This design comes from an exercise in tuning for small area, a short achievable clock period and few clock cycles on the open sky130 flow, not from production work.
Where RTL was checked, it was by simulation tests only, not by an equivalence proof against the original.
No activity file was given, so power comes from the tool's default toggle rates.

## lenet_engine
module lenet_engine (
    input  wire        clk,
    input  wire        rst,         
    input  wire        start,
    input  wire [3:0]  op,
    output wire        busy,
    output reg         done,
    output reg         act_re,
    output reg  [14:0] act_raddr,
    input  wire [15:0] act_rdata,
    output reg         act_we,
    output reg  [14:0] act_waddr,
    output reg  [15:0] act_wdata,
    output reg         wt_re,
    output reg  [18:0] wt_raddr,
    input  wire [15:0] wt_rdata
);
    localparam [14:0] IMG_BASE   = 15'd0;
    localparam [14:0] C1_BASE    = 15'd784;
    localparam [14:0] P1_BASE    = 15'd12304;
    localparam [14:0] C2_BASE    = 15'd15184;
    localparam [14:0] P2_BASE    = 15'd17744;
    localparam [14:0] H1_BASE    = 15'd18384;
    localparam [14:0] LOGIT_BASE = 15'd18784;
    localparam [18:0] WC1_BASE = 19'd0;
    localparam [18:0] BC1_BASE = 19'd500;
    localparam [18:0] WC2_BASE = 19'd520;
    localparam [18:0] BC2_BASE = 19'd20520;
    localparam [18:0] WF1_BASE = 19'd20560;
    localparam [18:0] BF1_BASE = 19'd276560;
    localparam [18:0] WF2_BASE = 19'd276960;
    localparam [18:0] BF2_BASE = 19'd280960;
    reg        busy_r;
    reg        run;           
    reg        init;          
    reg  [6:1] st;            
    reg        fwd;           
    assign busy = busy_r;
    wire s_conv = st[1] | st[3];
    wire s_pool = st[2] | st[4];
    wire s_fc   = st[5] | st[6];
    reg [2:0] kx, ky;         
    reg [9:0] z;              
    reg [4:0] ox, oy;         
    reg [8:0] k;              
    reg       k_end;          
  ...
==> flow/config.mk <==
export PLATFORM = sky130hd
export DESIGN_NAME = lenet_engine
export DESIGN_NICKNAME = lenet_engine
export VERILOG_FILES = /design/flow/design.v
export SDC_FILE = /design/flow/constraint.sdc
export NUM_CORES = 4
export LEC_CHECK = 0
export ABC_CLOCK_PERIOD_IN_PS = 3000
export CAP_MARGIN = 20
export CORE_MARGIN = 2
export CORE_UTILIZATION = 40
export CTS_CLUSTER_DIAMETER = 100
export CTS_CLUSTER_SIZE = 24
export SLEW_MARGIN = 20
==> flow/constraint.sdc <==
create_clock -name core_clock -period 10.0 [get_ports {clk}]
set_input_delay 2.0000 -clock core_clock [delete_from_list [all_inputs] [get_ports {clk}]]
set_output_delay 2.0000 -clock core_clock [all_outputs]
set_load 0.01 [all_outputs]
standard.sh (not shown) runs the stock make flow with config.mk's settings and CLKGATE_MAP_FILE= SYNTH_SCRIPT=/design/flow/synth_recipe.tcl, a recipe that flattens the netlist after the stock synthesis.
==> flow/flow/run.sh <==
#!/bin/bash
set -euo pipefail
bash standard.sh SETUP_SLACK_MARGIN=6.5 finish > flow_make.log 2>&1
Testbench counts at the start, summed over its fixed seeds: cycles 7,426,332.
Edit:
==> flow/flow/run.sh (replaced) <==
#!/bin/bash
set -euo pipefail
bash standard.sh SETUP_SLACK_MARGIN=6.8 finish > flow_make.log 2>&1
CORE_UTILIZATION = 55   (was 40)
PLACE_DENSITY = 0.7   (was unset)
Effect: Via count rose by 5.7%. Synthesized area stays the same. Register-to-register slack improves by 140 ps. First-iteration DRC count came out higher by 16%. Routed wire length went up by about 8%.
Edit:
CORE_UTILIZATION = 40   (was 55)
PLACE_DENSITY = unset   (was 0.7)
The new run ran to the end with no violations.
Core utilization fell by 19 points.
Register-to-register slack improved by 30 ps.
Wire length fell by 1.8%.
Cell area fell by 1.7%.
Final cell count rose by 4.3%.
Clock-buffer cell count fell by 2.
Maximum frequency is about the same.
Clock skew rose by 3.6 ps.
First-iteration DRC count fell by about 3%.
Via count fell by about 3.3%.
Edit:
==> flow/flow/run.sh (replaced) <==
#!/bin/bash
set -euo pipefail
bash standard.sh SETUP_SLACK_MARGIN=7.0 finish > flow_make.log 2>&1
Via count grows by about 7%.
Die area stays the same.
Sequential power is about the same.
Combinational power grows by about 27%.
Setup slack gets better by 12 ps.
Power grows by about 17%.
Cell area grows by about 12%.

* * *

lenet_engine, a different RTL version from the one above (not shown whole).
Size: ~2,400 cells after synthesis, about 110 I/O pins.
clock: 10.0 ns
lec_check: 0
abc_clock_period_in_ps: 3000
cap_margin: 20
core_margin: 2
core_utilization: 40
cts_cluster_diameter: 100
cts_cluster_size: 24
slew_margin: 20
==> flow/flow/run.sh <==
#!/bin/bash
set -euo pipefail
bash standard.sh SETUP_SLACK_MARGIN=6.8 finish > flow_make.log 2>&1
The baseline finished clean.
Change:
Settings changed: CORE_UTILIZATION 40 to 55, PLACE_DENSITY from default to 0.7.
Effect:
- clock-buffer cell count falls by 1
- setup slack degrades by 0.024 ns
- sequential share of layout area rose by 0.45 points
- via count goes up by 0.53%
- global-route usage went up by 6.9 points
- synthesized cell count does not change
- non-clock buffer count decreases by 12
- clock power is lower by 22%
No run of this note included a check of the RTL's function; only the layout flow was run.

separate check: timing with driven ports:
In the flow no input, the clock included, has a driving cell. The finished layouts below were timed again as built, in two steps. Step 1, drivers: a clkbuf_16 drives clk and a buf_2 each remaining input, both assumed. Step 2 times the ports against the registers' clock, not the clock port: input delays grow and output delays shrink by t, the midpoint of the rising clock arrivals with the driver on. Slacks: ideal ports / drivers / drivers and shift; pairs: ideal ports / drivers.
run | t (ns) | setup slack, ns | worst setup path at the end | worst data-port slew with drivers (ns) | pins driven straight from the clock port
the first run of note 1 | 0.570 | 6.534 / 6.477 / 6.012 | input to register | 0.09 | 1
the second run of note 1 | 0.573 | 6.799 / 6.759 / 6.294 | input to register | 0.09 | 1
the third run of note 1 | 0.580 | 6.797 / 6.739 / 6.382 | input to register | 0.10 | 1
the fourth run of note 1 | 0.595 | 6.809 / 6.748 / 6.425 | input to register | 0.08 | 1
the first run of note 2 | 0.598 | 6.671 / 6.671 / 6.351 | input to register | 0.07 | 1
the second run of note 2 | 0.583 | 6.647 / 6.647 / 6.399 | input to register | 0.05 | 1
After both steps setup and hold are still met in every run listed. The setup slack of the first run of note 1, which loses most, moves by -0.057 ns with the drivers and by -0.522 ns with both steps.
